Context: an optimization exercise on an open-source flow, tuned for small area, a short achievable clock period and few clock cycles. The choices shown serve that exercise and are no tape-out recipe.
The RTL was checked by simulation tests, not by an equivalence proof against the original design.
No activity file was given, so power comes from the tool's default toggle rates.

==> flow/design.v <==
module tis80_core (
    input  wire        clk,
    input  wire        rst,
    output reg         mem_req,
    output reg         mem_we,
    output reg  [15:0] mem_addr,
    output wire [7:0]  mem_wdata,
    input  wire        mem_ready,
    input  wire [7:0]  mem_rdata,
    output reg         step_done,
    output reg  [1:0]  step_outcome,
    output wire [16:0] pc_o,
    output wire [7:0]  acc_o,
    output wire [15:0] sp_o,
    output wire [2:0]  flags_o,
    output wire        halted_o,
    output wire        pmode_o,
    output wire        ie_o
);
    localparam OUT_CONTINUE = 2'd0, OUT_HALTED = 2'd1, OUT_OOB = 2'd2, OUT_UNKNOWN = 2'd3;
    localparam S_FETCH = 5'b00000,    
               S_OPER  = 5'b00001,    
               S_ALU   = 5'b00010,    
               S_PSR   = 5'b00011,    
               S_STOP  = 5'b00100,
               S_HANG  = 5'b00101,
               S_DEC   = 5'b00110,    
               S_AOVF  = 5'b00111,    
               S_RD    = 5'b01000,    
               S_PTRH  = 5'b01001,    
               S_PTRL  = 5'b01010,    
               S_VECH  = 5'b01011,    
               S_VECL  = 5'b01100,    
               S_WR    = 5'b01101,    
               S_WR1   = 5'b01110,    
               S_WR2   = 5'b01111,    
               S_POP   = 5'b10000,    
               S_RIT   = 5'b10001,    
               S_RPCH  = 5'b10010,    
               S_RPCL  = 5'b10011,    
               S_PUSH  = 5'b10100,    
               S_CPCH  = 5'b10101,    
               S_CPCL  = 5'b10110,    
               S_CIT   = 5'b10111;    
    localparam T_NONE = 2'd0, T_LIVE = 2'd1, T_DEAD = 2'd2;
    localparam PC_HOLD = 3'd0, PC_INC1 = 3'd1, PC_INC2 = 3'd2, PC_JMP = 3'd3, PC_TGT = 3'd4;
    localparam A_HOLD = 3'd0, A_SHL = 3'd1, A_SHR = 3'd2, A_NOT = 3'd3, A_ALU = 3'd4, A_RD = 3'd5,
               A_ZERO = 3'd6;
    localparam SP_HOLD = 2'd0, SP_POP = 2'd1, SP_INC = 2'd2, SP_SA = 2'd3;
    localparam P_HOLD = 3'd0, P_SHIFT = 3'd1, P_INC = 3'd2, P_PAIR = 3'd3, P_VEC = 3'd4;
    localparam W_HOLD = 3'd0, W_REG = 3'd1, W_OB = 3'd2, W_OP0 = 3'd3,
               W_PCH1 = 3'd4, W_PCH = 3'd5, W_PCL = 3'd6;
    localparam K_PICK = 3'd0, K_HI = 3'd1, K_LO = 3'd2, K_CUR = 3'd3, K_ACC = 3'd4;
    reg [4:0]  state;
    reg [16:0] pc;
    reg [7:0]  acc;
    reg [7:0]  sp;           
    reg [7:0]  x [0:15];
    reg [2:0]  flags;        
    reg        halted, pmode, ie;
    reg [7:0]  opcode;
    reg [1:0]  cnt;          
    reg [7:0]  op0;          
    reg [7:0]  wd;           
    reg [15:0] ptr;          
    reg        so_chk;       
    reg        pw_v;         
    reg [3:0]  pw_idx;
    reg [1:0]  tmode;
    reg [9:0]  fbase;        
    reg [16:0] cm;
    reg        cur_acc;      
    reg        cur_v;        
    integer i;
    assign pc_o      = pc;
    assign acc_o     = acc;
    assign sp_o      = {8'h01, sp};
    assign flags_o   = flags;
    assign halted_o  = halted;
    assign pmode_o   = pmode;
    assign ie_o      = ie;
    assign mem_wdata = wd;
    function known_op;
        input [7:0] op;
        begin
            case (op)
                8'h10, 8'h11, 8'h12, 8'h13, 8'h14, 8'h15, 8'h16, 8'h17, 8'h18, 8'h19,
                8'h20, 8'h21, 8'h22, 8'h23, 8'h24, 8'h25,
                8'h30, 8'h31, 8'h32, 8'h33, 8'h34, 8'h35, 8'h36, 8'h37, 8'h38, 8'h39,
                8'h40, 8'h41, 8'h42, 8'h43, 8'h44, 8'h45,
                8'h50, 8'h51, 8'h52, 8'h53, 8'h54, 8'h55: known_op = 1'b1;
                default:                                  known_op = 1'b0;
            endcase
        end
    endfunction
    wire st_fetch = (state == S_FETCH);
    wire st_oper  = (state == S_OPER);
    wire st_dec   = (state == S_DEC);
    wire in_call  = (state == S_CPCL) || (state == S_CIT);
    wire [7:0]  ob = (st_oper && pc[16]) ? 8'h00 : mem_rdata;
    wire [16:0] need     = ~cm;
    wire [15:0] need_x   = need[16:1];
    wire [3:0]  nib_any  = {|need_x[15:12], |need_x[11:8], |need_x[7:4], |need_x[3:0]};
    wire [1:0]  nib      = nib_any[0] ? 2'd0 : nib_any[1] ? 2'd1 : nib_any[2] ? 2'd2 : 2'd3;
    wire [3:0]  nib_bits = need_x[{nib, 2'b00} +: 4];
    wire [1:0]  nib_low  = nib_bits[0] ? 2'd0 : nib_bits[1] ? 2'd1 : nib_bits[2] ? 2'd2 : 2'd3;
    wire [3:0]  pk_x     = {nib, nib_low};           
    wire        pk_acc   = need[0];
    wire        pick_any = pk_acc || (|nib_any);
    wire [16:0] pk1h     = pk_acc ? 17'd1 : {({15'd0, |nib_any} << pk_x), 1'b0};
    wire        rs_acc  = st_fetch || (st_oper && opcode[2]) || (in_call && cur_acc);
    wire [7:0]  xr      = x[op0[3:0]];
    wire [7:0]  rsrc    = rs_acc ? acc : ((op0[7:4] == 4'd0) ? xr : 8'h00);
    wire [16:0] pc_inc1 = pc + 17'd1;
    wire        acc_z     = (acc == 8'h00);
    wire        jmp_taken = (opcode[2:0] == 3'd0) || (opcode[2:0] == 3'd1 && acc_z) ||
                            ((opcode[2:0] == 3'd2 || opcode[2:0] == 3'd3) && !acc_z);
    wire        jfg_taken = (op0 < 8'd3) && flags[op0[1:0]];
    wire [16:0] pc_inc2 = pc + 17'd2;
    wire [15:0] ptr_inc = ptr + 16'd1;
    wire        sp_full = (sp == 8'hFF);
    wire [7:0]  sp_inc  = sp + 8'd1;
    wire [7:0]  sp_pop  = (sp > 8'h04) ? sp - 8'd1 : sp;
    wire        alu_sub = opcode[1];                        
    wire        alu_as  = (opcode[3:2] == 2'b00);           
    wire [7:0]  alu_b   = (alu_as && opcode[0])  ? op0 :          
                          (op0[7:4] == 4'd0)     ? xr : 8'h00;
    wire [8:0]  alu_sum = {1'b0, acc} + {1'b0, alu_b ^ {8{alu_sub}}} + {8'd0, alu_sub};
    wire        alu_ovf = alu_sum[8] ^ alu_sub;
    reg  [7:0]  alu_out;
    always @(*) begin
        case (opcode[3:0])
            4'h6:    alu_out = acc & alu_b;
            4'h7:    alu_out = acc | alu_b;
            4'h8:    alu_out = acc ^ alu_b;
            4'h5:    alu_out = alu_b;                       
            default: alu_out = alu_sum[7:0];                 
        endcase
    end
    reg  [2:0]  k_sel;
    reg  [5:0]  sa_k;
    always @(*) begin
        case (k_sel)
            K_HI:    sa_k = -6'sd3;                         
            K_LO:    sa_k = -6'sd2;                         
            K_CUR:   sa_k = !cur_v ? 6'd16 : cur_acc ? -6'sd1 : {2'b00, op0[3:0]};
            K_ACC:   sa_k = -6'sd1;                         
            default: sa_k = !pick_any ? -6'sd3 : pk_acc ? -6'sd1 : {2'b00, pk_x};
        endcase
    end
    wire [9:0]  ret_g   = {2'b00, sp} - 10'd16;
    wire [9:0]  sa_sum  = (st_dec ? ret_g : fbase) + {{4{sa_k[5]}}, sa_k};
    wire        sa_low  = sa_sum[9] || (sa_sum[8:2] == 7'd0);
    wire [7:0]  sa      = sa_low ? 8'h04 : (sa_sum[8] ? 8'hFF : sa_sum[7:0]);
    always @(*) begin
        if (state[4]) begin
            mem_addr = {8'h01, sp};
            mem_req  = !(state[2] && sp_full);
            mem_we   = state[2];
        end else if (state[3]) begin
            mem_addr = ptr;
            mem_req  = 1'b1;
            mem_we   = state[2] && (state[1:0] != 2'b00);
        end else begin
            mem_addr = pc[15:0];
            mem_req  = (state[4:1] == 4'b0000) && !pc[16];
            mem_we   = 1'b0;
        end
    end
    reg [4:0]  st_n;
    reg [2:0]  pc_sel, acc_sel, ptr_sel;
    reg [1:0]  sp_sel;
    reg [2:0]  wd_sel;
    reg [1:0]  vid_sel, tmode_n, outcome_n;
    reg        pw_ld;
    reg [2:0]  flags_n;
    reg        halted_n, pmode_n, ie_n, so_chk_n, done_n;
    reg        op0_ld, opc_ld, cnt_zero, cnt_inc;
    reg        x_we, x_wr_instr, acc_wr_instr;
    reg        cm_zero, cm_set, cm_one, cur_ld, cur_acc_ld;
    reg [1:0]  fb_sel;       
    task finish;
        input [1:0] outcome;
        begin
            done_n    = 1'b1;
            st_n      = (outcome == OUT_CONTINUE) ? S_FETCH : S_STOP;
        end
    endtask
    task dispatch;
        input nothing;       
        begin
            ptr_sel = P_VEC;
            if (!ie || nothing)
                finish(OUT_CONTINUE);
            else
                st_n    = S_VECH;
        end
    endtask
    task stack_overflow;
        begin
            flags_n[1] = 1'b1;
            vid_sel    = 2'd2;
            ptr_sel    = P_VEC;
            if (ie) begin
                so_chk_n = 1'b1;
                st_n     = S_VECH;
            end else
                finish(OUT_CONTINUE);
        end
    endtask
    task call_overflow;
        begin
            pc_sel  = PC_TGT;
            tmode_n = T_NONE;
            stack_overflow;
        end
    endtask
    task call_start;
        input [2:0] pch_sel;     
        begin
            if (pch_sel != W_HOLD) wd_sel = pch_sel;
            cm_zero = (tmode != T_DEAD);
            tmode_n = T_NONE;
            st_n    = S_CPCH;
        end
    endtask
    task call_next;
        begin
            sp_sel = SP_SA;
            k_sel  = K_CUR;
            if (cur_v) begin
                wd_sel = W_REG;
                cur_ld = 1'b1;
                cm_set = 1'b1;
                st_n   = S_CIT;
            end else begin
                pc_sel  = PC_TGT;
                tmode_n = T_LIVE;
                finish(OUT_CONTINUE);
            end
        end
    endtask
    task ret_next;
        begin
            sp_sel = SP_SA;
            if (pick_any) begin
                cur_ld = 1'b1;
                cm_set = 1'b1;
                st_n   = S_RIT;
            end else
                st_n   = S_RPCH;
        end
    endtask
    task wr_x;
        begin
            x_we       = 1'b1;
            x_wr_instr = 1'b1;
        end
    endtask
    task wr_x_late;
        input [2:0] d_sel;
        begin
            wd_sel = d_sel;
            pw_ld  = 1'b1;
        end
    endtask
    task wr_acc;
        input [2:0] sel;
        begin
            acc_sel      = sel;
            acc_wr_instr = 1'b1;
        end
    endtask
    task hold_all;
        begin
            st_n         = state;
            pc_sel       = PC_HOLD;
            acc_sel      = A_HOLD;
            sp_sel       = SP_HOLD;
            ptr_sel      = P_HOLD;
            wd_sel       = W_HOLD;
            vid_sel      = 2'd0;
            k_sel        = K_PICK;
            pw_ld        = 1'b0;
            tmode_n      = tmode;
            outcome_n    = !st_fetch           ? OUT_CONTINUE :
                           pc[16]              ? OUT_OOB :
                           mem_rdata == 8'h41  ? OUT_HALTED :
                           !known_op(mem_rdata) ? OUT_UNKNOWN : OUT_CONTINUE;
            flags_n      = flags;
            halted_n     = halted;
            pmode_n      = pmode;
            ie_n         = ie;
            so_chk_n     = so_chk;
            done_n       = 1'b0;
            op0_ld       = 1'b0;
            opc_ld       = 1'b0;
            cnt_zero     = 1'b0;
            cnt_inc      = 1'b0;
            x_we         = 1'b0;
            x_wr_instr   = 1'b0;
            acc_wr_instr = 1'b0;
            cm_zero      = 1'b0;
            cm_set       = 1'b0;
            cm_one       = 1'b0;
            cur_ld       = 1'b0;
            cur_acc_ld   = 1'b0;
            fb_sel       = 2'd0;
        end
    endtask
    always @(*) begin
        hold_all;
        case (state)
            S_FETCH: begin
                if (pc[16]) begin
                    finish(OUT_OOB);
                end else begin
                    opc_ld   = 1'b1;
                    cnt_zero = 1'b1;
                    pc_sel   = PC_INC1;
                    wd_sel   = W_REG;            
                    vid_sel  = 2'd2;             
                    ptr_sel  = P_VEC;
                    case (mem_rdata)
                        8'h14: begin wr_acc(A_SHL); finish(OUT_CONTINUE); end
                        8'h15: begin wr_acc(A_SHR); finish(OUT_CONTINUE); end
                        8'h19: begin wr_acc(A_NOT); finish(OUT_CONTINUE); end
                        8'h41: begin halted_n = 1'b1; finish(OUT_HALTED); end
                        8'h42: begin pmode_n = 1'b1; finish(OUT_CONTINUE); end
                        8'h43: begin ie_n    = 1'b1; finish(OUT_CONTINUE); end
                        8'h44: begin ie_n    = 1'b0; finish(OUT_CONTINUE); end
                        8'h50, 8'h51, 8'h55: st_n = S_DEC;
                        default: begin
                            if (!known_op(mem_rdata)) finish(OUT_UNKNOWN);
                            else st_n = S_OPER;
                        end
                    endcase
                end
            end
            S_OPER: begin
                begin
                    pc_sel  = PC_INC1;
                    cnt_inc = 1'b1;
                    case (opcode)
                        8'h10, 8'h11, 8'h12, 8'h13, 8'h16, 8'h17, 8'h18, 8'h35: begin
                            op0_ld = 1'b1;
                            st_n   = S_ALU;
                        end
                        8'h20, 8'h21, 8'h22, 8'h23, 8'h24: begin            
                            ptr_sel = P_SHIFT;
                            if (cnt[0]) begin
                                pc_sel = PC_JMP;
                                finish(OUT_CONTINUE);
                            end else if (!jmp_taken) begin
                                pc_sel = PC_INC2;
                                finish(OUT_CONTINUE);
                            end
                        end
                        8'h25: begin                                         
                            ptr_sel = P_SHIFT;
                            if (cnt == 2'd0)
                                op0_ld = 1'b1;
                            else if (cnt == 2'd1) begin
                                if (!jfg_taken) begin
                                    pc_sel = PC_INC2;
                                    finish(OUT_CONTINUE);
                                end
                            end else begin
                                pc_sel = PC_JMP;
                                finish(OUT_CONTINUE);
                            end
                        end
                        8'h38: begin                                         
                            pc_sel     = PC_INC2;
                            flags_n[2] = 1'b1;
                            vid_sel    = 2'd3;
                            dispatch(1'b0);
                        end
                        8'h30, 8'h36: begin                                  
                            if (cnt == 2'd2) begin
                                op0_ld = 1'b1;
                                if (ob[7:4] != 4'd0) finish(OUT_CONTINUE);
                                else st_n = opcode[1] ? S_PTRH : S_RD;
                            end else
                                ptr_sel = P_SHIFT;
                        end
                        8'h31, 8'h37: begin                                  
                            if (cnt == 2'd0) op0_ld = 1'b1;
                            else ptr_sel = P_SHIFT;
                            if (cnt == 2'd2) begin
                                if (!opcode[1]) begin
                                    wd_sel = W_REG;
                                    st_n   = S_WR;
                                end else
                                    st_n   = S_PTRH;
                            end
                        end
                        8'h32, 8'h33: begin                                  
                            if (cnt == 2'd0) op0_ld = 1'b1;
                            else begin
                                wr_x_late(opcode[0] ? W_OP0 : W_REG);
                                finish(OUT_CONTINUE);
                            end
                        end
                        8'h34: begin                                         
                            wr_x_late(W_REG);
                            finish(OUT_CONTINUE);
                        end
                        8'h39: begin                                         
                            if (cnt == 2'd0) wd_sel = W_OB;
                            else if (cnt == 2'd1) op0_ld = 1'b1;
                            else ptr_sel = P_SHIFT;
                            if (cnt == 2'd3) st_n = S_WR1;
                        end
                        8'h40: dispatch(ob[7]);                              
                        8'h45: begin                                         
                            if (ob < 8'd3) flags_n[ob[1:0]] = 1'b0;
                            finish(OUT_CONTINUE);
                        end
                        8'h52: begin op0_ld = 1'b1; st_n = S_PSR; end        
                        8'h53: begin                                         
                            op0_ld  = 1'b1;
                            tmode_n = T_NONE;
                            sp_sel  = SP_POP;
                            st_n    = S_POP;
                        end
                        8'h54: begin                                         
                            ptr_sel = P_SHIFT;
                            if (cnt[0]) call_start(W_PCH1);
                        end
                        default: finish(OUT_CONTINUE);
                    endcase
                end
            end
            S_DEC: begin
                case (opcode)
                            8'h50: begin                                         
                                tmode_n = T_NONE;
                                if (sp_full) stack_overflow;
                                else st_n = S_PUSH;
                            end
                            8'h51: begin                                         
                                tmode_n = T_NONE;
                                sp_sel  = SP_POP;
                                st_n    = S_POP;
                            end
                            8'h55: begin                                         
                                if (tmode == T_LIVE)
                                    ret_next;
                                else begin
                                    fb_sel     = 2'd2;
                                    cm_one     = 1'b1;
                                    cur_acc_ld = 1'b1;
                                    sp_sel     = SP_SA;
                                    k_sel      = K_ACC;
                                    st_n       = S_RIT;
                                end
                            end
                    default: ;
                endcase
            end
            S_ALU: begin
                wr_acc(A_ALU);
                if (alu_as && alu_ovf) st_n = S_AOVF;
                else                   finish(OUT_CONTINUE);
            end
            S_AOVF: begin
                wr_acc(A_ZERO);
                flags_n[0] = 1'b1;
                vid_sel    = 2'd1;
                dispatch(1'b0);
            end
            S_RD: begin
                wr_x;
                finish(OUT_CONTINUE);
            end
            S_PTRH: begin
                wd_sel  = W_OB;
                ptr_sel = P_INC;
                st_n    = S_PTRL;
            end
            S_PTRL: begin
                ptr_sel = P_PAIR;
                if (!opcode[0])                                      
                    st_n = S_RD;
                else begin
                    wd_sel = W_REG;
                    st_n   = S_WR;
                end
            end
            S_WR, S_WR2: begin
                if (ptr[15:8] == 8'h01) tmode_n = T_NONE;
                finish(OUT_CONTINUE);
            end
            S_WR1: begin
                if (ptr[15:8] == 8'h01) tmode_n = T_NONE;
                wd_sel  = W_OP0;
                ptr_sel = P_INC;
                st_n    = S_WR2;
            end
            S_PSR: begin
                tmode_n = T_NONE;
                if (sp_full) stack_overflow;
                else begin wd_sel = W_REG; st_n = S_PUSH; end
            end
            S_PUSH: begin
                sp_sel = SP_INC;
                finish(OUT_CONTINUE);
            end
            S_POP: begin
                if (opcode[1]) begin                                 
                    if (op0[7:4] == 4'd0) wr_x;
                end
                else           wr_acc(A_RD);                         
                finish(OUT_CONTINUE);
            end
            S_VECH: begin
                wd_sel  = W_OB;
                ptr_sel = P_INC;
                st_n    = S_VECL;
            end
            S_VECL: begin
                so_chk_n = 1'b0;
                ptr_sel  = P_PAIR;
                wd_sel   = W_PCH;
                if (wd == 8'h00 && mem_rdata == 8'h00)
                    finish(OUT_CONTINUE);
                else if (so_chk)
                    st_n = S_HANG;               
                else
                    call_start(W_HOLD);      
            end
            S_CPCH: begin
                fb_sel = 2'd1;
                if (sp_full) call_overflow;
                else begin
                    sp_sel = SP_INC;
                    wd_sel = W_PCL;
                    cur_ld = 1'b1;
                    cm_set = 1'b1;
                    st_n   = S_CPCL;
                end
            end
            S_CPCL, S_CIT: begin
                if (sp_full) call_overflow;
                else call_next;
            end
            S_RIT: begin
                if (cur_acc) acc_sel = A_RD;
                else
                    x_we   = 1'b1;
                ret_next;
            end
            S_RPCH: begin
                ptr_sel = P_SHIFT;
                k_sel   = K_LO;
                sp_sel  = SP_SA;
                st_n    = S_RPCL;
            end
            S_RPCL: begin
                pc_sel  = PC_JMP;
                k_sel   = K_HI;
                sp_sel  = SP_SA;
                tmode_n = (fbase[9] || fbase[8:0] < 9'd7) ? T_NONE : T_DEAD;
                finish(OUT_CONTINUE);
            end
            default: ;                               
        endcase
    end
    wire        stall  = mem_req && !mem_ready;
    wire [6:0]  vid = (vid_sel == 2'd0) ? ob[6:0] : {5'd0, vid_sel};
    wire [3:0]  x_widx = pw_v ? pw_idx : op0[3:0];
    wire [7:0]  x_wd   = pw_v ? wd : mem_rdata;
    wire        ob_ok  = (ob[7:4] == 4'd0);
    wire [15:0] cm_clr_op0 = {15'd0, x_wr_instr} << op0[3:0];
    wire [15:0] cm_clr_pw  = {15'd0, pw_v} << pw_idx;
    wire [16:0] cm_clr = {cm_clr_pw | (cm_clr_op0 & {16{!stall}}), acc_wr_instr && !stall};
    wire [16:0] cm_n   = ((cm & ~cm_clr) & {17{!(!stall && (cm_zero || cm_one))}}) |
                         ((!stall && cm_set) ? pk1h : 17'd0) | {16'd0, !stall && cm_one};
    always @(posedge clk) begin
        if (rst) begin
            state        <= S_FETCH;
            pc           <= 17'h00200;
            acc          <= 8'h00;
            sp           <= 8'h04;
            flags        <= 3'b000;
            halted       <= 1'b0;
            pmode        <= 1'b0;
            ie           <= 1'b0;
            step_done    <= 1'b0;
            step_outcome <= OUT_CONTINUE;
            so_chk       <= 1'b0;
            tmode        <= T_NONE;
        end else if (stall) begin
            step_done    <= 1'b0;
        end else begin
            state        <= st_n;
            flags        <= flags_n;
            halted       <= halted_n;
            pmode        <= pmode_n;
            ie           <= ie_n;
            step_done    <= done_n;
            step_outcome <= outcome_n;
            so_chk       <= so_chk_n;
            tmode        <= tmode_n;
            case (pc_sel)
                PC_INC1: pc <= pc_inc1;
                PC_INC2: pc <= pc_inc2;
                PC_JMP:  pc <= {1'b0, ptr[7:0], ob};
                PC_TGT:  pc <= {1'b0, ptr};
                default: ;
            endcase
            case (acc_sel)
                A_SHL:   acc <= {acc[6:0], 1'b0};
                A_SHR:   acc <= {1'b0, acc[7:1]};
                A_NOT:   acc <= ~acc;
                A_ALU:   acc <= alu_out;
                A_RD:    acc <= mem_rdata;
                A_ZERO:  acc <= 8'h00;
                default: ;
            endcase
            case (sp_sel)
                SP_POP:  sp <= sp_pop;
                SP_INC:  sp <= sp_inc;
                SP_SA:   sp <= sa;
                default: ;
            endcase
        end
        if (!stall) begin
            case (ptr_sel)
                P_SHIFT: ptr <= {ptr[7:0], ob};
                P_INC:   ptr <= ptr_inc;
                P_PAIR:  ptr <= {wd, mem_rdata};
                P_VEC:   ptr <= {8'h00, vid, 1'b0};
                default: ;
            endcase
            case (wd_sel)
                W_REG:   wd <= rsrc;
                W_OB:    wd <= ob;
                W_OP0:   wd <= op0;
                W_PCH1:  wd <= pc_inc1[15:8];
                W_PCH:   wd <= pc[15:8];
                W_PCL:   wd <= pc[7:0];
                default: ;
            endcase
            pw_idx <= ob[3:0];
            if (op0_ld)      op0 <= ob;
            else if (cur_ld) op0 <= {4'd0, pk_x};
            if (opc_ld) opcode <= mem_rdata;
            if (cnt_zero)     cnt <= 2'd0;
            else if (cnt_inc) cnt <= cnt + 2'd1;
            case (fb_sel)
                2'd1:    fbase <= {2'b00, sp} + 10'd3;
                2'd2:    fbase <= ret_g;
                default: ;
            endcase
            if (cur_ld) begin
                cur_acc <= pk_acc;
                cur_v   <= pick_any;
            end else if (cur_acc_ld)
                cur_acc <= 1'b1;
        end
    end
    always @(posedge clk) cm <= cm_n;
    always @(posedge clk) begin
        if (rst) begin
            pw_v <= 1'b0;
            for (i = 0; i < 16; i = i + 1) x[i] <= 8'h00;
        end else begin
            pw_v <= pw_ld && ob_ok && !stall;
            if (pw_v || (x_we && !stall))
                x[x_widx] <= x_wd;
        end
    end
endmodule
==> flow/flow/run.sh <==
#!/bin/bash
# The standard layout with two changes: the port buffers are buf_2 cells
# rather than the delay buffers buffer_ports picks on its own, and the timing
# repair aims further below the clock period. The make output is kept in
# standard.log; each ORFS step keeps its own log under orfs/logs/.
set -euo pipefail
bash standard.sh "BUFFER_PORTS_ARGS=-buffer_cell sky130_fd_sc_hd__buf_2" \
    SETUP_SLACK_MARGIN=6 finish > standard.log 2>&1
==> flow/standard.sh <==
#!/bin/bash
# synth_recipe.tcl (not shown) runs the flow's synth.tcl, then flattens the netlist and writes it again
# the make line also repeats each setting of config.mk as NAME=value (left out here)
make -C /OpenROAD-flow-scripts/flow DESIGN_CONFIG=/design/flow/config.mk WORK_HOME=/design/flow/orfs CLKGATE_MAP_FILE= SYNTH_SCRIPT=/design/flow/synth_recipe.tcl "${@:-finish}"
==> flow/config.mk <==
export PLATFORM = sky130hd
export DESIGN_NAME = tis80_core
export DESIGN_NICKNAME = tis80_core
export VERILOG_FILES = /design/flow/design.v
export SDC_FILE = /design/flow/constraint.sdc
export NUM_CORES = 4
export LEC_CHECK = 0
export ABC_AREA = 1
export CAP_MARGIN = 20
export CORE_MARGIN = 2
export CORE_UTILIZATION = 60
export PLACE_DENSITY = 0.7
export SLEW_MARGIN = 20
==> flow/constraint.sdc <==
create_clock -name core_clock -period 10.0 [get_ports {clk}]
set_input_delay 2.0000 -clock core_clock [delete_from_list [all_inputs] [get_ports {clk}]]
set_output_delay 2.0000 -clock core_clock [all_outputs]
set_load 0.01 [all_outputs]
==> results of run 1 <==
[path summary, 6_finish.rpt]
path                                      start               to  slack [ns]  depth (start not counted)
worst max-delay path                   register         state[0]        6.03                         23
worst max register to register         register         state[0]        6.03                         23
worst min-delay path            step_outcome[1]  step_outcome[1]        0.48                          2
worst min register to register  step_outcome[1]  step_outcome[1]        0.48                          2
[power groups by stage]
stage / Clock (uW) / Combinational (uW) / Sequential, uW
detailed placement: 0 / 1590 / 1530
global placement: 0 / 1570 / 1530
finish: 1030 / 1860 / 1520
global route: 1070 / 2000 / 1530
floorplan: 0 / 1120 / 1470
CTS: 1020 / 1650 / 1500
[cells in the mapped netlist (all sizes together), types with 5 or more instances]
master	number
nand2	450
nor2	424
inv	278
o21ai	211
edfxtp	186
nand3	136
a21oi	128
dfxtp	72
ha	53
clkbuf	50
xor2	44
buf	39
o22ai	39
nand4	37
o211ai	36
nor3	32
o221ai	29
a211oi	17
o2111ai	17
nor4	16
a311oi	8
a31oi	7
xnor2	7
clkinv	6
o31ai	6
nand3b	5
[state kept, by name, summed over array words and instances, names as in the netlist, 4 cells and up, named ones only]
name    count
wd          8
state       5
ptr        16
opcode      8
fbase      10
pc         17
pw_idx      4
x         128
cm         17
op0         8
sp          8
acc         8
[area by class of cell]
class / count / area, um2
Sequential cell: 258 / 7070
Tap cell: 384 / 480
Clock buffer: 32 / 737
Timing Repair Buffer: 168 / 1300
Clock inverter: 19 / 163
Fill cell: 2331 / 8450
Multi-Input combinational cell: 1745 / 9470
Timing Repair inverter: 1 / 7.51
Inverter: 284 / 1090
[what timing repair did]
item / in CTS / in global routing
gates cloned: 4 / 5
pin swaps: 6 / 44
resized for setup: 47 / 98
setup buffers: 11 / 52
endpoints found under the setup margin: 278 / 150
[cell usage in the layout (no fill, tap or decap), types with 51 or more instances in the layout]
cell	netlist	routed
nand2_1	429	416
ha_1	53	51
buf_2	16	78
edfxtp_1	186	186
buf_4	19	73
dfxtp_1	72	54
nand3_1	135	125
inv_1	262	256
o21ai_0	199	190
nor2_1	413	402
a21oi_1	127	112
[per-layer routing]
metal | wire length, um | up-vias | track usage [%]
met2 | 30400 | 1502 | 67.6
met4 | 4310 | 0 | 22.0
li1 | - | 8329 | -
met5 | 0 | - | 0
met3 | 7960 | 303 | 6.13
met1 | 23400 | 8484 | 50.6
[worst max-delay path, delay by kind of cell, from the launching register on]
| kind | cells | cell delay (ns) |
|---|---|---|
| AO/OA/AOI/OAI | 9 | 1.56 |
| XOR/XNOR | 1 | 0.12 |
| buffers and inverters | 3 | 0.41 |
| flip-flops | 1 | 0.37 |
| AND/OR/NAND/NOR | 9 | 1.04 |
| adder cells (fa/ha/maj) | 1 | 0.39 |
[logic make-up (layout without fill, tap and decap cells)]
family                   after synthesis  in the layout  synth area share [%]
AND/OR/NAND/NOR                     1108           1109                  27.2
AO/OA/AOI/OAI                        521            521                  17.6
buffers and inverters                373            504                  8.47
flip-flops                           258            258                  39.9
adder cells (fa/ha/maj)               56             56                  4.11
XOR/XNOR                              51             51                  2.62
other                                  2              8                0.0426
[stage by stage]
step,std cells,worst slack [ns]
2_1_floorplan,2375,6.30
3_3_place_gp,2768,4.75
3_5_place_dp,2768,4.63
4_1_cts,2834,5.99
5_1_grt,2891,5.81
6_report,2891,6.03
==> flow_summary.toml, run 1 <==
[logic_synthesis]
synth-async-reset-ratio_pct = 0
synth_warnings = 1
synth_seq_area_share_pct = 39.9
synth_top_area_share_pct = 31.7
syn_area_mm2 = 0.0176
yosys.area.top_type = "edfxtp_1"
synth_cells = 2369
synth_cell_types = 61
synth_area_per_cell_um2 = 7.44
top_area_cells_in_the_synthesized_netlist = "edfxtp_1 32%, nand2_1 9.1%, nor2_1 8.8%"
synth_enable_flop_cells = 186
synth_top_flop_cell = "edfxtp_1"
synth_seq_cells = 258

[cells_and_area]
drive_above_1_share_pct = 15.1
utilization_pct = 70.6
stdcell_area_mm2 = 0.0203
design.final.nets = 2553
syn_to_final_growth_pct = 15.4
antennaDiodeCount = 0

[critical_path]
cp.arrival_ns = 4.45
critical_path.max_fanout = 16
endpoint_kind = "register"
path_class = "register to register"
cp_data_required_time_ns = 10.48
start_kind = "register"
critPathMaxStageDelay_ns = 0.39
timing.critical_path.mode_cell = "nand2_1"
critical_path.slowest_cell = "fa_2"
worstPathCellList = "buf_12 -> inv_4 -> buf_12 -> nor2_1 -> o221ai_1 -> o211ai_1 -> a21oi_4 -> nand2_2 -> o21ai_4 -> xor2_2 -> fa_2 -> nand3_1 -> nand2_1 -> a21o_1 -> nand2_1 -> nand2_1 -> nand2_1 -> a21oi_1 -> o21ai_2 -> nand4_1 -> nand3_1 -> a21oi_1 -> a211oi_1"

[sta]
hold_violations = 0
holdWs_ns = 0.476
setup_repair_after_global_routing_missed_its_margin = "false"
setup_total_neg_slack_ns = 0
final_worst_path_period_share_pct = 39.7
worst-slew-pin-transition_ns = 1.05
finalSetupViolCount = 0
drv_slew = 0
post-route-min-period_ns = 3.97
max-slew-margin-rel_pct = 29.5
highest_attainable_clock_frequency_ghz = 0.252
finClkSkew_ns = 0.0173

[flow_run]
max_cap_viol_count = 0

[power]
pwr-share-seq_pct = 34.4
switching_share_pct = 42.7
power.switching_uw = 1880
vdd_drop_max_v = 0.000152
cell_internal_pwr_uw = 2520
pwr-share-comb_pct = 42.1
power.share.clock_pct = 23.5
design_power_total_uw = 4410
power-per-cell-area_mw_per_mm2 = 217
static-leakage-power_uw = 0.00872

[detailed_routing]
aggregate_routed_wire_length_um = 66000
antenna_left = 0
drt_iter0_markers = 2704
detail_route.drc_violations = 0
route.vias.total = 18618
wl_per_cell_um = 22.8
first_pass_iters = 10
drt-vias-per-instance = 6.44

[cts]
cts.clk_slew.worst_paths_ns = 0.07
htreeDepth = 1
clock_tree.root_cell = "clkbuf_16"
cts_made_buffers = 28
clock_sink_total = 258
worstSkewPairLatency_ns = 0.57
cts_max_path_buffers = 3
cts-hold-fix-buffers = 0
tritoncts = "done"

[min_path]
holdCritPathClass = "register to register"

[floorplanning]
die_h_um = 175
start_util_pct = 61.2
core_area_mm2 = 0.0288
die_width_um = 175
num_io_pins = 87
die_area_mm2 = 0.0307
floorplan.rows = 62

[grt]
grt_pass1_vias = 17018
globalRouteTotalUtil_pct = 40.5
grt_first_pass_wirelength_um = 96600
grt_start_max_net_pins = 41
gr-total-overflow = 0
initial_antenna_violation_count = 0

[placed_design]
placement.cell_area_mm2 = 0.0182
gp_routability_congestion = 1.05
place.detailed.hpwl_um = 46200
buffer_ports.inserted = 78

[run_status]
status = "complete, no violations"
Testbench counts, summed over its fixed seeds: cycles 291,067.
==> run 2: changes to the inputs <==
--- a/flow/design.v
+++ b/flow/design.v
@@ -24,7 +24,6 @@
                S_PSR   = 5'b00011,    
                S_STOP  = 5'b00100,
                S_HANG  = 5'b00101,
-               S_DEC   = 5'b00110,    
                S_AOVF  = 5'b00111,    
                S_RD    = 5'b01000,    
                S_PTRH  = 5'b01001,    
@@ -95,7 +94,6 @@
     endfunction
     wire st_fetch = (state == S_FETCH);
     wire st_oper  = (state == S_OPER);
-    wire st_dec   = (state == S_DEC);
     wire in_call  = (state == S_CPCL) || (state == S_CIT);
     wire [7:0]  ob = (st_oper && pc[16]) ? 8'h00 : mem_rdata;
     wire [16:0] need     = ~cm;
@@ -149,7 +147,7 @@
         endcase
     end
     wire [9:0]  ret_g   = {2'b00, sp} - 10'd16;
-    wire [9:0]  sa_sum  = (st_dec ? ret_g : fbase) + {{4{sa_k[5]}}, sa_k};
+    wire [9:0]  sa_sum  = (st_fetch ? ret_g : fbase) + {{4{sa_k[5]}}, sa_k};
     wire        sa_low  = sa_sum[9] || (sa_sum[8:2] == 7'd0);
     wire [7:0]  sa      = sa_low ? 8'h04 : (sa_sum[8] ? 8'hFF : sa_sum[7:0]);
     always @(*) begin
@@ -321,6 +319,10 @@
                     wd_sel   = W_REG;            
                     vid_sel  = 2'd2;             
                     ptr_sel  = P_VEC;
+                    fb_sel     = 2'd2;
+                    cur_ld     = 1'b1;
+                    cur_acc_ld = (tmode != T_LIVE);
+                    k_sel      = (tmode != T_LIVE) ? K_ACC : K_PICK;
                     case (mem_rdata)
                         8'h14: begin wr_acc(A_SHL); finish(OUT_CONTINUE); end
                         8'h15: begin wr_acc(A_SHR); finish(OUT_CONTINUE); end
@@ -329,7 +331,26 @@
                         8'h42: begin pmode_n = 1'b1; finish(OUT_CONTINUE); end
                         8'h43: begin ie_n    = 1'b1; finish(OUT_CONTINUE); end
                         8'h44: begin ie_n    = 1'b0; finish(OUT_CONTINUE); end
-                        8'h50, 8'h51, 8'h55: st_n = S_DEC;
+                        8'h50: begin                                         
+                            tmode_n = T_NONE;
+                            if (sp_full) stack_overflow;
+                            else st_n = S_PUSH;
+                        end
+                        8'h51: begin                                         
+                            tmode_n = T_NONE;
+                            sp_sel  = SP_POP;
+                            st_n    = S_POP;
+                        end
+                        8'h55: begin                                         
+                            sp_sel = SP_SA;
+                            if (tmode == T_LIVE) begin
+                                cm_set = 1'b1;
+                                st_n   = pick_any ? S_RIT : S_RPCH;
+                            end else begin
+                                cm_one = 1'b1;
+                                st_n   = S_RIT;
+                            end
+                        end
                         default: begin
                             if (!known_op(mem_rdata)) finish(OUT_UNKNOWN);
                             else st_n = S_OPER;
@@ -432,33 +453,6 @@
                     endcase
                 end
             end
-            S_DEC: begin
-                case (opcode)
-                            8'h50: begin                                         
-                                tmode_n = T_NONE;
-                                if (sp_full) stack_overflow;
-                                else st_n = S_PUSH;
-                            end
-                            8'h51: begin                                         
-                                tmode_n = T_NONE;
-                                sp_sel  = SP_POP;
-                                st_n    = S_POP;
-                            end
-                            8'h55: begin                                         
-                                if (tmode == T_LIVE)
-                                    ret_next;
-                                else begin
-                                    fb_sel     = 2'd2;
-                                    cm_one     = 1'b1;
-                                    cur_acc_ld = 1'b1;
-                                    sp_sel     = SP_SA;
-                                    k_sel      = K_ACC;
-                                    st_n       = S_RIT;
-                                end
-                            end
-                    default: ;
-                endcase
-            end
             S_ALU: begin
                 wr_acc(A_ALU);
                 if (alu_as && alu_ovf) st_n = S_AOVF;
@@ -573,8 +567,8 @@
     wire [7:0]  x_wd   = pw_v ? wd : mem_rdata;
     wire        ob_ok  = (ob[7:4] == 4'd0);
     wire [15:0] cm_clr_op0 = {15'd0, x_wr_instr} << op0[3:0];
-    wire [15:0] cm_clr_pw  = {15'd0, pw_v} << pw_idx;
-    wire [16:0] cm_clr = {cm_clr_pw | (cm_clr_op0 & {16{!stall}}), acc_wr_instr && !stall};
+    wire [15:0] cm_clr_ob  = {15'd0, pw_ld && ob_ok} << ob[3:0];
+    wire [16:0] cm_clr = {(cm_clr_op0 | cm_clr_ob) & {16{!stall}}, acc_wr_instr && !stall};
     wire [16:0] cm_n   = ((cm & ~cm_clr) & {17{!(!stall && (cm_zero || cm_one))}}) |
                          ((!stall && cm_set) ? pk1h : 17'd0) | {16'd0, !stall && cm_one};
     always @(posedge clk) begin
@@ -655,10 +649,9 @@
                 default: ;
             endcase
             if (cur_ld) begin
-                cur_acc <= pk_acc;
+                cur_acc <= pk_acc || cur_acc_ld;
                 cur_v   <= pick_any;
-            end else if (cur_acc_ld)
-                cur_acc <= 1'b1;
+            end
         end
     end
     always @(posedge clk) cm <= cm_n;
==> run 2 against run 1 <==
  * Via count rose by 1.2%
  * Die area rose by 1.8%
  * Flip-flop and latch count did not move
  * Wire length rose by 4.4%
  * Synthesized area rose by 1.9%
==> flow_summary.toml, run 2 <==
[cells_and_area]
registers.top_by_ff_count = "x"
largest_reg_flops = 128
filler_cell_count = 2442
area_used_by_multi_input_combinational_logic_mm2 = 0.00958
final_common_cell = "nor2_1"
design.final.nets = 2544
stdcell_area_mm2 = 0.0203
mostFrequentLayoutCells = "440 x nor2_1, 384 x nand2_1, 252 x inv_1, 190 x o21ai_0, 186 x edfxtp_1"
syn_to_final_growth_pct = 13.2
seqCellArea_mm2 = 0.00707
drive_above_1_share_pct = 13.5
utilization_pct = 68.7
layout_top_registers = "x x128, cm x17, pc x17"

[critical_path]
endpoint_kind = "register"
path_class = "register to register"
critical_path.max_fanout = 7
start_kind = "register"
timing.reg2reg.setup_slack_ns = 5.91
cp.arrival_ns = 4.54
cp_data_required_time_ns = 10.45

[logic_synthesis]
synth_seq_cells = 258
yosys.area.top_type = "edfxtp_1"
post_synthesis_simple_gate_area_fraction_pct = 27.3
synth_top_area_share_pct = 31.1
syn_area_mm2 = 0.0179
post_synth_fa_ha_maj_area_fraction_pct = 4.03
synthMuxAreaShare_pct = 0.0558
synth-async-reset-ratio_pct = 0
synth_compound_gate_area_share_pct = 18.2
synth_enable_flop_cells = 186
synth_seq_area_share_pct = 39.2
combinational_family_with_the_most_area_after_synthesis = "simple AND/OR/NAND/NOR gates"
synth_cells = 2399
synth_warnings = 1
top_area_cells_in_the_synthesized_netlist = "edfxtp_1 31%, nor2_1 9.3%, nand2_1 8.2%"
synth_cell_types = 68
yosys.area_share.xor_xnor_pct = 2.62
synth_top_flop_cell = "edfxtp_1"
post-synth-top-count-cell = "nor2_1"
post_synth_most_frequent_cells = "446 x nor2_1, 392 x nand2_1, 255 x inv_1, 199 x o21ai_0, 186 x edfxtp_1"
synth_area_per_cell_um2 = 7.48

[detailed_routing]
aggregate_routed_wire_length_um = 69000
antenna_left = 0
route.vias.total = 18843
drt-vias-per-instance = 6.52
detail_route.drc_violations = 0
wl_per_cell_um = 23.9
drt_iter0_markers = 2830
first_pass_iters = 8

[placed_design]
gp_routability_congestion = 1.05
buffer_ports.inserted = 78
placement.cell_area_mm2 = 0.0185
place.detailed.hpwl_um = 48800
detailedPlace.worstSlack_ns = 4.69

[sta]
post-route-min-period_ns = 4.09
setup_repair_after_global_routing_missed_its_margin = "true"
hold_violations = 0
worst-slew-pin-transition_ns = 0.990
holdWs_ns = 0.461
setup_total_neg_slack_ns = 0
finalSetupViolCount = 0
layout_setup_ws_ns = 5.91
max-slew-margin-rel_pct = 33.7
final_worst_path_period_share_pct = 40.9
highest_attainable_clock_frequency_ghz = 0.244
finClkSkew_ns = 0.0224
drv_slew = 0

[power]
cell_internal_pwr_uw = 3190
pwr-share-seq_pct = 28.6
power.switching_uw = 2960
switching_share_pct = 48.1
power.share.clock_pct = 17.9
vdd_drop_max_v = 0.000231
static-leakage-power_uw = 0.00868
pwr-share-comb_pct = 53.5
power-per-cell-area_mw_per_mm2 = 303

[floorplanning]
die_area_mm2 = 0.0313
die_h_um = 177
die_width_um = 177
core_area_mm2 = 0.0296
start_util_pct = 60.7
floorplan.rows = 63
num_io_pins = 87

[grt]
grt_pass1_vias = 17387
use_met2_pct = 67.6
grt_first_pass_wirelength_um = 101000
grt_util_met1_pct = 53.6
grt_start_max_net_pins = 48
globalRouteTotalUtil_pct = 42.3
groute.layer.met3.usage_pct = 8.31
top_usage_layer = "met2"
gr-total-overflow = 0
initial_antenna_violation_count = 3

[cts]
cts.clk_slew.worst_paths_ns = 0.06
cts-hold-fix-buffers = 0
cts_made_buffers = 28
worstSkewPairLatency_ns = 0.58
clock_tree.root_cell = "clkbuf_16"
clock_sink_total = 258
cts_max_path_buffers = 3
tritoncts = "done"
htreeDepth = 1

[flow_run]
max_cap_viol_count = 0

[min_path]
holdCritPathClass = "register to register"

[run_status]
status = "complete, no violations"
==> run 2: timing repair <==
item	CTS	global route
setup buffers	14	25
endpoints found under the hold margin	0	0
endpoints found under the setup margin	117	114
gates resized for setup	42	66
cloned	3	4
pin swaps	6	24
==> run 2: through the flow <==
stage	power (uW)	cells
floorplan	3650	2405
CTS	5780	2859
detailed placement	4550	2791
global placement	4480	2791
finish	6150	2890
global route	6450	2888
==> run 2: kinds of logic after synthesis <==
kind of cell	after synthesis
buf+inv	385
mux	1
simple gates	1100
other cells	2
compound gates	545
xor+xnor	52
fa+ha+maj	56
flops	258
==> run 2: metal layers <==
layer  up-vias  part of all wire, %
met1      8678                   36
met2      1476                   45
met5         -                0.058
met4         4                  7.2
li1       8345                    -
met3       340                   12
==> run 2: final timing paths <==
| path | depth (start not counted) | start | endpoint |
|---|---|---|---|
| worst max-delay path | 22 | register | state[0] |
| worst min-delay path | 2 | step_outcome[0] | step_outcome[0] |
| worst max register to register | 22 | register | state[0] |
| worst min register to register | 2 | step_outcome[0] | step_outcome[0] |
==> run 2: power by group through the flow <==
stage	Sequential, uW	Clock (uW)	Combinational (uW)
after floorplan	1610	0	2040
after global placement	1740	0	2740
after detailed placement	1740	0	2800
after CTS	1730	1090	2960
after global routing	1770	1140	3550
final	1760	1100	3290
==> run 2: critical path, cell delays in order, from the launching register on <==
cell and delay (ns):
dfxtp_4 0.36, buf_4 0.16, clkbuf_16 0.17, o21ai_0 0.49
o211ai_1 0.21, o211ai_1 0.19, nand2_1 0.09, nand2_1 0.08
nand2_1 0.05, o21a_2 0.15, xor2_2 0.17, fa_2 0.39
nand3_1 0.09, nand2_1 0.08, nand2_2 0.08, nand2_2 0.06
a21oi_2 0.17, nor2_2 0.06, o21ai_2 0.15, nand3_1 0.12
nand4_1 0.23, nand4_1 0.13, o31a_1 0.31
==> run 2: layout make-up <==
class / instances / share of cell area (%)
Multi-Input combinational cell: 1762 / 47.2
Sequential cell: 258 / 34.8
Inverter: 285 / 5.47
Timing Repair Buffer: 141 / 5.36
Clock buffer: 33 / 3.54
Tap cell: 390 / 2.40
Clock inverter: 18 / 1.16
Timing Repair inverter: 1 / 0.0370
Antenna cell: 2 / 0.0246
Testbench counts of run 2, summed over its fixed seeds: cycles 286,707.
==> run 3: changes to the inputs <==
--- a/flow/design.v
+++ b/flow/design.v
@@ -8,7 +8,7 @@
     input  wire        mem_ready,
     input  wire [7:0]  mem_rdata,
     output reg         step_done,
-    output reg  [1:0]  step_outcome,
+    output wire [1:0]  step_outcome,
     output wire [16:0] pc_o,
     output wire [7:0]  acc_o,
     output wire [15:0] sp_o,
@@ -22,7 +22,8 @@
                S_OPER  = 5'b00001,    
                S_ALU   = 5'b00010,    
                S_PSR   = 5'b00011,    
-               S_STOP  = 5'b00100,
+               S_STOP  = 5'b00100,    
+               S_STOPU = 5'b00110,    
                S_HANG  = 5'b00101,
                S_AOVF  = 5'b00111,    
                S_RD    = 5'b01000,    
@@ -78,6 +79,9 @@
     assign halted_o  = halted;
     assign pmode_o   = pmode;
     assign ie_o      = ie;
+    assign step_outcome = (state == S_STOPU) ? OUT_UNKNOWN :
+                          (state != S_STOP)  ? OUT_CONTINUE :
+                          halted             ? OUT_HALTED : OUT_OOB;
     assign mem_wdata = wd;
     function known_op;
         input [7:0] op;
@@ -169,7 +173,7 @@
     reg [2:0]  pc_sel, acc_sel, ptr_sel;
     reg [1:0]  sp_sel;
     reg [2:0]  wd_sel;
-    reg [1:0]  vid_sel, tmode_n, outcome_n;
+    reg [1:0]  vid_sel, tmode_n;
     reg        pw_ld;
     reg [2:0]  flags_n;
     reg        halted_n, pmode_n, ie_n, so_chk_n, done_n;
@@ -181,7 +185,8 @@
         input [1:0] outcome;
         begin
             done_n    = 1'b1;
-            st_n      = (outcome == OUT_CONTINUE) ? S_FETCH : S_STOP;
+            st_n      = (outcome == OUT_CONTINUE) ? S_FETCH :
+                        (outcome == OUT_UNKNOWN)  ? S_STOPU : S_STOP;
         end
     endtask
     task dispatch;
@@ -218,7 +223,6 @@
         begin
             if (pch_sel != W_HOLD) wd_sel = pch_sel;
             cm_zero = (tmode != T_DEAD);
-            tmode_n = T_NONE;
             st_n    = S_CPCH;
         end
     endtask
@@ -281,10 +285,6 @@
             k_sel        = K_PICK;
             pw_ld        = 1'b0;
             tmode_n      = tmode;
-            outcome_n    = !st_fetch           ? OUT_CONTINUE :
-                           pc[16]              ? OUT_OOB :
-                           mem_rdata == 8'h41  ? OUT_HALTED :
-                           !known_op(mem_rdata) ? OUT_UNKNOWN : OUT_CONTINUE;
             flags_n      = flags;
             halted_n     = halted;
             pmode_n      = pmode;
@@ -517,12 +517,11 @@
                 so_chk_n = 1'b0;
                 ptr_sel  = P_PAIR;
                 wd_sel   = W_PCH;
+                call_start(W_HOLD);
                 if (wd == 8'h00 && mem_rdata == 8'h00)
                     finish(OUT_CONTINUE);
                 else if (so_chk)
                     st_n = S_HANG;               
-                else
-                    call_start(W_HOLD);      
             end
             S_CPCH: begin
                 fb_sel = 2'd1;
@@ -582,7 +581,6 @@
             pmode        <= 1'b0;
             ie           <= 1'b0;
             step_done    <= 1'b0;
-            step_outcome <= OUT_CONTINUE;
             so_chk       <= 1'b0;
             tmode        <= T_NONE;
         end else if (stall) begin
@@ -594,7 +592,6 @@
             pmode        <= pmode_n;
             ie           <= ie_n;
             step_done    <= done_n;
-            step_outcome <= outcome_n;
             so_chk       <= so_chk_n;
             tmode        <= tmode_n;
             case (pc_sel)
@@ -655,14 +652,14 @@
         end
     end
     always @(posedge clk) cm <= cm_n;
+    reg rst_x;
+    always @(posedge clk) rst_x <= rst;
     always @(posedge clk) begin
-        if (rst) begin
-            pw_v <= 1'b0;
+        if (rst) pw_v <= 1'b0;
+        else     pw_v <= pw_ld && ob_ok && !stall;
+        if (rst_x) begin
             for (i = 0; i < 16; i = i + 1) x[i] <= 8'h00;
-        end else begin
-            pw_v <= pw_ld && ob_ok && !stall;
-            if (pw_v || (x_we && !stall))
-                x[x_widx] <= x_wd;
-        end
+        end else if (!rst && (pw_v || (x_we && !stall)))
+            x[x_widx] <= x_wd;
     end
 endmodule
==> run 3 against run 2 <==
  * Via count grew 2.4%
  * Maximum frequency up 2.0%
  * Synthesized cell count rose by 0.50%
  * Critical endpoint is now mem_req
  * Largest cell class unchanged
  * Largest power group unchanged
  * Clock-buffer cell count up 9
  * Combinational power up 11%
  * Flip-flop and latch count is 1 lower
==> flow_summary.toml, run 3 <==
[power]
vdd_drop_max_v = 0.000373
pwr-share-seq_pct = 27.5
static-leakage-power_uw = 0.00863
power-per-cell-area_mw_per_mm2 = 321
switching_share_pct = 49.3
power.share.clock_pct = 16.0
cell_internal_pwr_uw = 3290
power.switching_uw = 3200
pwr-share-comb_pct = 56.5
design_power_total_uw = 6490

[cells_and_area]
syn_to_final_growth_pct = 14.5
registers.top_by_ff_count = "x"
antennaDiodeCount = 0
drive_above_1_share_pct = 13.2
stdcell_area_mm2 = 0.0202
design.final.nets = 2593
layout_top_registers = "x x128, cm x17, pc x17"
filler_cell_count = 2383
mostFrequentLayoutCells = "416 x nor2_1, 416 x nand2_1, 267 x inv_1, 195 x o21ai_0, 186 x edfxtp_1"
utilization_pct = 70.0
largest_reg_flops = 128

[grt]
groute.layer.met3.usage_pct = 7.94
top_usage_layer = "met2"
grt_util_met1_pct = 59.2
initial_antenna_violation_count = 1
globalRouteTotalUtil_pct = 42.2
grt_first_pass_wirelength_um = 101000
grt_start_max_net_pins = 66
use_met2_pct = 64.6
gr-total-overflow = 0
grt_pass1_vias = 17304

[critical_path]
critical_path.max_fanout = 4
path_class = "register to output pin"
cp.arrival_ns = 2.01
timing.critical_path.max_delay_family = "flip-flops"
critPathBufInv = 3
critPathMaxStageDelay_ns = 0.43
critical_path.slowest_cell = "dfxtp_4"
start_kind = "register"
endpoint_kind = "output pin"
worstPathCellList = "inv_6 -> nor2_4 -> nand2_2 -> nor2_4 -> nor2_2 -> o211ai_1 -> o21ai_4 -> inv_2 -> buf_6"
timing.critical_path.mode_cell = "nor2_4"
cp_data_required_time_ns = 8.00

[cts]
cts_made_buffers = 28
cts_max_path_buffers = 3
cts.clk_slew.worst_paths_ns = 0.06
htreeDepth = 1
worstSkewPairLatency_ns = 0.59
clock_tree.root_cell = "clkbuf_16"
clock_sink_total = 257
cts-hold-fix-buffers = 0
tritoncts = "done"

[logic_synthesis]
synth_area_per_cell_um2 = 7.32
synth_top_flop_cell = "edfxtp_1"
post_synth_most_frequent_cells = "430 x nand2_1, 428 x nor2_1, 274 x inv_1, 209 x o21ai_0, 186 x edfxtp_1"
synth_enable_flop_cells = 186
synth_seq_cells = 257
synth_seq_area_share_pct = 39.7
synth_warnings = 1
synth_cells = 2411
synth_top_area_share_pct = 31.7
yosys.area.top_type = "edfxtp_1"
top_area_cells_in_the_synthesized_netlist = "edfxtp_1 32%, nand2_1 9.2%, nor2_1 9.1%"
synth_cell_types = 61
synth-async-reset-ratio_pct = 0
syn_area_mm2 = 0.0176
post-synth-top-count-cell = "nand2_1"

[sta]
max-slew-margin-rel_pct = 23.8
highest_attainable_clock_frequency_ghz = 0.249
final_worst_path_period_share_pct = 40.1
finalSetupViolCount = 0
setup_repair_after_global_routing_missed_its_margin = "true"
worst-slew-pin-transition_ns = 1.14
holdWs_ns = 0.452
drv_slew = 0
finClkSkew_ns = 0.0244
setup_total_neg_slack_ns = 0
hold_violations = 0
post-route-min-period_ns = 4.01

[floorplanning]
floorplan.rows = 62
core_area_mm2 = 0.0289
die_width_um = 175
start_util_pct = 61.1
die_h_um = 175
die_area_mm2 = 0.0308
num_io_pins = 87

[detailed_routing]
drt-vias-per-instance = 6.58
detail_route.drc_violations = 0
antenna_left = 0
route.vias.total = 19294
wl_per_cell_um = 23.6
first_pass_iters = 10
drt_iter0_markers = 3401
aggregate_routed_wire_length_um = 69100

[placed_design]
buffer_ports.inserted = 78
place.detailed.hpwl_um = 48100
placement.cell_area_mm2 = 0.0183
gp_routability_congestion = 1.06

[min_path]
holdCritPathClass = "register to register"

[run_status]
status = "complete, no violations"

[flow_run]
max_cap_viol_count = 0
## run 3: changes by cell type after synthesis, sizes merged, moves of 11 or more
| cell | delta |
|---|---|
| a32o | -14 |
| o221ai | -11 |
| o211ai | +23 |
| nor2 | -29 |
| o21ai | -11 |
| nand3 | +24 |
| nand2 | +19 |
| nand4 | -12 |
## run 3: cell type report
class	instances	area [um2]	area share, %
Timing Repair Buffer	169	1210	6.00
Clock inverter	10	109	0.539
Tap cell	384	480	2.38
Inverter	294	1160	5.74
Sequential cell	257	7060	34.9
Timing Repair inverter	3	23.8	0.118
Clock buffer	42	793	3.93
Multi-Input combinational cell	1773	9370	46.4
## run 3: timing repair
| item | in CTS | in global routing |
|---|---|---|
| resized for setup | 60 | 80 |
| pin swaps | 8 | 33 |
| buffers inserted | 18 | 46 |
| setup endpoints to repair | 170 | 111 |
| gates cloned | 2 | 8 |
## run 3: path summary, 6_finish.rpt
kind	from	end	slack [ns]	cells after the start
max	state[0]	mem_req	5.99	9
min	pmode	pmode	0.45	2
max reg2reg	op0[1]	state[1]	6.05	16
min reg2reg	pmode	pmode	0.45	2
## run 3: power by group through the flow
stage	registers [uW]	logic, uW	clock network [uW]
after global placement	1760	2920	0
after detailed placement	1760	2990	0
after floorplan	1630	2150	0
final	1790	3660	1040
after global routing	1800	3900	1060
after CTS	1750	3140	1020
## run 3: per-stage QoR
stage | setup slack, ns | instances
after floorplan | 6.26 | 2417
after global placement | 5.32 | 2805
after detailed placement | 5.20 | 2806
after CTS | 5.99 | 2878
after global routing | 5.95 | 2932
final | 5.99 | 2932
## run 3: kinds of logic after synthesis
group / count (synthesis) / synth area share [%]
muxes: 1 / 0.0568
DFF: 257 / 39.7
buffers and inverters: 388 / 8.73
other: 2 / 0.0426
xor gates and xnor gates: 56 / 2.89
AOI/OAI and AO/OA: 540 / 18.1
adders and majority gates: 56 / 4.10
and+or+nand+nor: 1111 / 26.4
## run 3: routing by layer
| metal | routed length (um) | up-vias | share of wire, % |
|---|---|---|---|
| met2 | 29600 | 1696 | 43 |
| li1 | - | 8421 | - |
| met5 | 8 | - | 0.012 |
| met1 | 25900 | 8842 | 37 |
| met3 | 9600 | 333 | 14 |
| met4 | 4020 | 2 | 5.8 |
## run 3: worst reg2reg max path, stage by stage, from the launching register on
cell,delay [ns]
edfxtp_1,0.64
clkinv_1,0.65
o21ai_2,0.42
xor2_1,0.17
fa_2,0.43
nand3_1,0.09
nand2_1,0.07
a21o_1,0.19
nand2_1,0.07
nand2_2,0.06
a21o_1,0.18
a21oi_2,0.19
inv_1,0.08
nand2_2,0.06
nand4_1,0.19
and3_1,0.27
a21oi_1,0.13
Testbench counts of run 3, summed over its fixed seeds: cycles 287,512.
==> run 4: changes to the inputs <==
--- a/flow/config.mk
+++ b/flow/config.mk
@@ -11,3 +11,4 @@
 export CORE_UTILIZATION = 60
 export PLACE_DENSITY = 0.7
 export SLEW_MARGIN = 20
+export TNS_END_PERCENT = 0
==> run 4 against run 3 <==
  * Final area decreased by 1.9%
  * Global-route usage decreased by 0.10 points
  * Non-clock buffer count decreased by 35
  * Largest power group unchanged
  * Core utilization decreased by 1.3 points
  * Register-to-register slack got worse by 0.17 ns
  * Critical endpoint is now state[3]
  * Hold slack got worse by 0.0014 ns
  * Critical path type is now input port to register
  * Die area unchanged
  * Clock-buffer cell count unchanged
==> flow_summary.toml, run 4 <==
[run_status]
status = "complete, no violations"

[critical_path]
timing.critical_path.max_delay_family = "compound AO/OA/AOI/OAI gates"
worstPathCellList = "buf_2 -> inv_1 -> nand3_1 -> nand2_1 -> a2111oi_0 -> o211ai_1 -> nor3_1 -> a21oi_1"
cp_data_required_time_ns = 10.44
critPathMaxStageDelay_ns = 1.12
path_class = "input port to register"
start_kind = "input port"
endpoint_kind = "register"
critPathBufInv = 2
setup.worst_path.start = "mem_rdata[5]"
cp.arrival_ns = 4.62
worstReg2RegStart = "state[4]"
critical_path.max_fanout = 6
critical_path.slowest_cell = "a2111oi_0"

[logic_synthesis]
synth_top_flop_cell = "edfxtp_1"
post-synth-top-count-cell = "nand2_1"
synth_cell_types = 61
synth_top_area_share_pct = 31.7
top_area_cells_in_the_synthesized_netlist = "edfxtp_1 32%, nand2_1 9.2%, nor2_1 9.1%"
synth_enable_flop_cells = 186
syn_area_mm2 = 0.0176
synth_cells = 2411
synth_seq_cells = 257
post_synth_most_frequent_cells = "430 x nand2_1, 428 x nor2_1, 274 x inv_1, 209 x o21ai_0, 186 x edfxtp_1"
synth_warnings = 1
synth-async-reset-ratio_pct = 0
synth_seq_area_share_pct = 39.7
yosys.area.top_type = "edfxtp_1"
synth_area_per_cell_um2 = 7.32

[cts]
cts_made_buffers = 28
clock_tree.root_cell = "clkbuf_16"
cts.clk_slew.worst_paths_ns = 0.06
htreeDepth = 1
clock_sink_total = 257
tritoncts = "done"
cts-hold-fix-buffers = 0
cts_max_path_buffers = 3
worstSkewPairLatency_ns = 0.59

[detailed_routing]
wl_per_cell_um = 23.7
aggregate_routed_wire_length_um = 68600
first_pass_iters = 8
antenna_left = 0
drt-vias-per-instance = 6.63
route.vias.total = 19219
detail_route.drc_violations = 0
drt_iter0_markers = 3370

[floorplanning]
core_area_mm2 = 0.0289
floorplan.rows = 62
die_h_um = 175
die_area_mm2 = 0.0308
num_io_pins = 87
start_util_pct = 61.1
die_width_um = 175

[grt]
globalRouteTotalUtil_pct = 42.1
grt_start_max_net_pins = 66
initial_antenna_violation_count = 1
gr-total-overflow = 0
grt_pass1_vias = 17278
grt_first_pass_wirelength_um = 100000

[placed_design]
place.detailed.hpwl_um = 48100
gp_routability_congestion = 1.06
buffer_ports.inserted = 78
place.detailed.instances = 2806

[cells_and_area]
post_layout_nonfiller_instances = 2897
registers.top_by_ff_count = "x"
area_used_by_multi_input_combinational_logic_mm2 = 0.00929
drive_above_1_share_pct = 11.0
seqCellArea_mm2 = 0.00705
mostFrequentLayoutCells = "424 x nand2_1, 419 x nor2_1, 270 x inv_1, 201 x o21ai_0, 186 x edfxtp_1"
syn_to_final_growth_pct = 12.3
largest_reg_flops = 128
filler_cell_count = 2428
design.final.nets = 2557
layout_top_registers = "x x128, cm x17, pc x17"
final_common_cell = "nand2_1"

[sta]
post-route-min-period_ns = 4.17
hold_violations = 0
highest_attainable_clock_frequency_ghz = 0.240
setup_total_neg_slack_ns = 0
finClkSkew_ns = 0.0241
drv_slew = 0
holdWs_ns = 0.451
worst-slew-pin-transition_ns = 1.18
max-slew-margin-rel_pct = 19.0
finalSetupViolCount = 0
final_worst_path_period_share_pct = 41.7
setup_repair_after_global_routing_missed_its_margin = "true"

[flow_run]
max_cap_viol_count = 0

[min_path]
holdCritPathClass = "register to register"
min_from = "pmode"

[power]
vdd_drop_max_v = 0.000368
power-per-cell-area_mw_per_mm2 = 318
static-leakage-power_uw = 0.00844
-- run 4: changes by cell type in the layout (fill, tap and decap cells not counted), sizes merged --
cell      change
buf          -33
clkbuf        -2
clkinvlp      -1
diode         +1
inv           +1
nand2         -1
-- run 4: layout make-up --
cell class	instances	share of cell area, %
Inverter	294	5.80
Timing Repair Buffer	134	4.64
Clock inverter	10	0.549
Multi-Input combinational cell	1772	46.9
Sequential cell	257	35.6
Clock buffer	42	4.00
Antenna cell	1	0.0126
Timing Repair inverter	3	0.120
Tap cell	384	2.42
-- run 4: per-stage QoR --
step	utilization (%)	cell area (um2)	setup slack [ns]	power (uW)
2_1_floorplan	-	17700	6.26	3780
3_3_place_gp	63.2	18200	5.32	4680
3_5_place_dp	63.3	18300	5.20	4760
4_1_cts	67.3	19400	5.95	5900
5_1_grt	68.7	19800	5.82	6580
6_report	68.7	19800	5.83	6300
-- run 4: repair_timing --
action,CTS,global route
endpoints found under the setup margin,170,119
gates resized for setup,50,48
pin swaps,8,12
buffers inserted,15,15
hold endpoints to repair,0,0
gates cloned,2,6
-- run 4: where the power goes --
group	switching [uW]	internal [uW]
combinational	2340	1130
sequential	341	1450
clock	459	577
total	3140	3160
-- run 4: final timing paths --
check	to	slack, ns	depth (start not counted)
setup / recovery	state[3]	5.83	8
hold / removal	pmode	0.45	2
setup reg to reg	wd[7]	5.88	13
hold reg to reg	pmode	0.45	2
-- run 4: worst reg2reg max path, stage by stage, from the launching register on --
cell	delay [ns]
dfxtp_4	0.52
clkinvlp_2	0.49
nand3_1	0.31
nor2_1	0.07
inv_1	0.15
nor2_1	0.10
inv_1	0.14
nand3_1	0.13
nor4_1	0.55
o21ai_1	0.39
nand2_1	0.31
inv_1	0.10
a211oi_1	0.34
o211ai_1	0.22
-- run 4: layer usage --
metal	up-vias	global-route usage, %	share of wire, %
li1	8343	-	-
met1	8825	58.8	37
met2	1731	64.1	43
met3	320	8.20	14
met4	0	18.2	5.7
met5	-	0	0
-- run 4: cells by family after synthesis --
family	after synthesis	share of synthesized area, %
and+or+nand+nor	1111	26.4
AOI/OAI and AO/OA	540	18.1
buffers and inverters	388	8.73
DFF	257	39.7
adders and majority gates	56	4.10
xor gates and xnor gates	56	2.89
other	2	0.0426
muxes	1	0.0568
==> run 5: changes to the inputs <==
--- a/flow/config.mk
+++ b/flow/config.mk
@@ -8,7 +8,6 @@
 export ABC_AREA = 1
 export CAP_MARGIN = 20
 export CORE_MARGIN = 2
-export CORE_UTILIZATION = 60
-export PLACE_DENSITY = 0.7
+export CORE_UTILIZATION = 75
+export PLACE_DENSITY = 0.8
 export SLEW_MARGIN = 20
-export TNS_END_PERCENT = 0
==> run 5 against run 4 <==
  * Hold slack improved by 0.0030 ns
  * Largest power group unchanged
  * Cell count is 2.0% lower
  * Critical path type is now register to register
  * Non-clock buffer count is 5 higher
  * Register-to-register slack worse by 0.25 ns
  * Highest routed layer is now met5
  * Global-route usage up 10 points
==> flow_summary.toml, run 5 <==
[sta]
finalSetupViolCount = 0
post-route-min-period_ns = 4.37
hold_violations = 0
layout_setup_ws_ns = 5.63
final_worst_path_period_share_pct = 43.7
setup_repair_after_global_routing_missed_its_margin = "true"

[detailed_routing]
route.vias.total = 20870
aggregate_routed_wire_length_um = 73800
antenna_left = 0
drt_iter0_markers = 5691

[placed_design]
detailedPlace.worstSlack_ns = 5.27
place.detailed.hpwl_um = 45800
buffer_ports.inserted = 78

[cells_and_area]
mostFrequentLayoutCells = "416 x nand2_1, 415 x nor2_1, 268 x inv_1, 199 x o21ai_0, 186 x edfxtp_1"
seqCellArea_mm2 = 0.00706
largest_reg_flops = 128
antennaDiodeCount = 0
area_used_by_multi_input_combinational_logic_mm2 = 0.00940

[flow_run]
max_cap_viol_count = 0

[critical_path]
endpoint_kind = "register"
cp.arrival_ns = 4.88
critical_path.max_fanout = 11
r2r-end = "state[1]"
path_class = "register to register"
timing.reg2reg.worst_path_depth = 23

[power]
cell_internal_pwr_uw = 3280
pwr-share-seq_pct = 27.1
pwr-share-comb_pct = 56.1
static-leakage-power_uw = 0.00852
power.share.clock_pct = 16.8
design_power_total_uw = 6710

[logic_synthesis]
top_area_cells_in_the_synthesized_netlist = "edfxtp_1 32%, nand2_1 9.2%, nor2_1 9.1%"
synth_compound_gate_area_share_pct = 18.1
synth_top_flop_cell = "edfxtp_1"
synthMuxAreaShare_pct = 0.0567
synth_warnings = 1
combinational_family_with_the_most_area_after_synthesis = "simple AND/OR/NAND/NOR gates"
post_synthesis_simple_gate_area_fraction_pct = 26.4
yosys.area.top_type = "edfxtp_1"
post-synth-top-count-cell = "nand2_1"

[cts]
cts-hold-fix-buffers = 0
cts_max_path_buffers = 3
cts.clk_slew.worst_paths_ns = 0.07

[floorplanning]
die_width_um = 157
start_util_pct = 75.8

[run_status]
status = "complete, no violations"

[min_path]
number_of_cells_traversed_by_the_worst_hold_path = 2

[grt]
globalRouteTotalUtil_pct = 52.5
grt_pass1_vias = 18136
[run 5: cell counts after synthesis]
No cell type changed its count.
[run 5: logic make-up after synthesis]
family | after synthesis
and+or+nand+nor | 1111
AOI/OAI and AO/OA | 540
buffers and inverters | 388
DFF | 257
adders and majority gates | 56
xor gates and xnor gates | 56
other | 2
muxes | 1
[run 5: stage by stage]
stage	utilization [%]	cells
CTS	83.5	2805
global placement	77.9	2731
detailed placement	77.9	2731
global route	85.9	2838
finish	85.9	2838
floorplan	-	2417
[run 5: worst max-delay path, cell delays in order, from the launching register on]
cell and delay [ns]:
dfxtp_4 0.42, buf_12 0.18, clkinvlp_4 0.18, buf_4 0.17, buf_4 0.14, nor2_1 0.11
o21ai_0 0.16, o211ai_1 0.17, nand3_1 0.30, nand2_1 0.22, nand2_1 0.12, nand2_1 0.09
o21ai_0 0.30, xor2_1 0.25, ha_1 0.35, nand2_1 0.08, nand2_1 0.09, a21o_1 0.18
a21oi_2 0.14, inv_1 0.05, nand2_1 0.07, nand4_1 0.18, and3_1 0.23, a21oi_1 0.13
[run 5: final cells by class]
class | instances | area share, %
clock buffer | 42 | 4.23
clock inverter | 10 | 0.664
inverter | 294 | 5.81
multi-input combinational | 1773 | 47.0
sequential | 257 | 35.3
tap | 319 | 2.00
timing repair buffer | 139 | 4.77
timing repair inverter | 4 | 0.157
[run 5: worst max path at each step]
stage,start,end,slack [ns],depth (start not counted)
final,register,state[1],5.63,23
after detailed placement,state[4],sp[2],5.27,22
after floorplan,mem_rdata[1],acc[1],6.26,17
after global placement,register,state[1],5.47,23
after global routing,register,state[1],5.65,23
after CTS,register,state[1],6.00,23
[run 5: what timing repair did]
action                     CTS  global route
gates cloned                 2             7
setup endpoints to repair   62           154
pin swaps                   10            31
gates resized for setup     51            82
buffers inserted            20            26
[run 5: metal layers]
metal | GRT usage (%) | up-vias | part of all wire (%)
li1 | - | 8352 | -
met2 | 75.3 | 2648 | 39
met5 | 0 | - | 0.096
met1 | 65.4 | 8939 | 30
met3 | 19.2 | 925 | 19
met4 | 37.1 | 6 | 11
[run 5: power by group through the flow]
stage	sequential, uW	clock [uW]	combinational [uW]
3_3_place_gp	1750	0	2850
6_report	1810	1130	3770
3_5_place_dp	1760	0	2950
4_1_cts	1750	1080	3130
5_1_grt	1810	1130	3910
2_1_floorplan	1630	0	2150

Check on run 5: ideal ports give 5.626 ns setup slack; a clkbuf_16 on the clock port and buf_2 on the inputs give 5.626 ns; moving port delays by the midpoint clock arrival (0.635 ns) as well gives 5.275 ns.
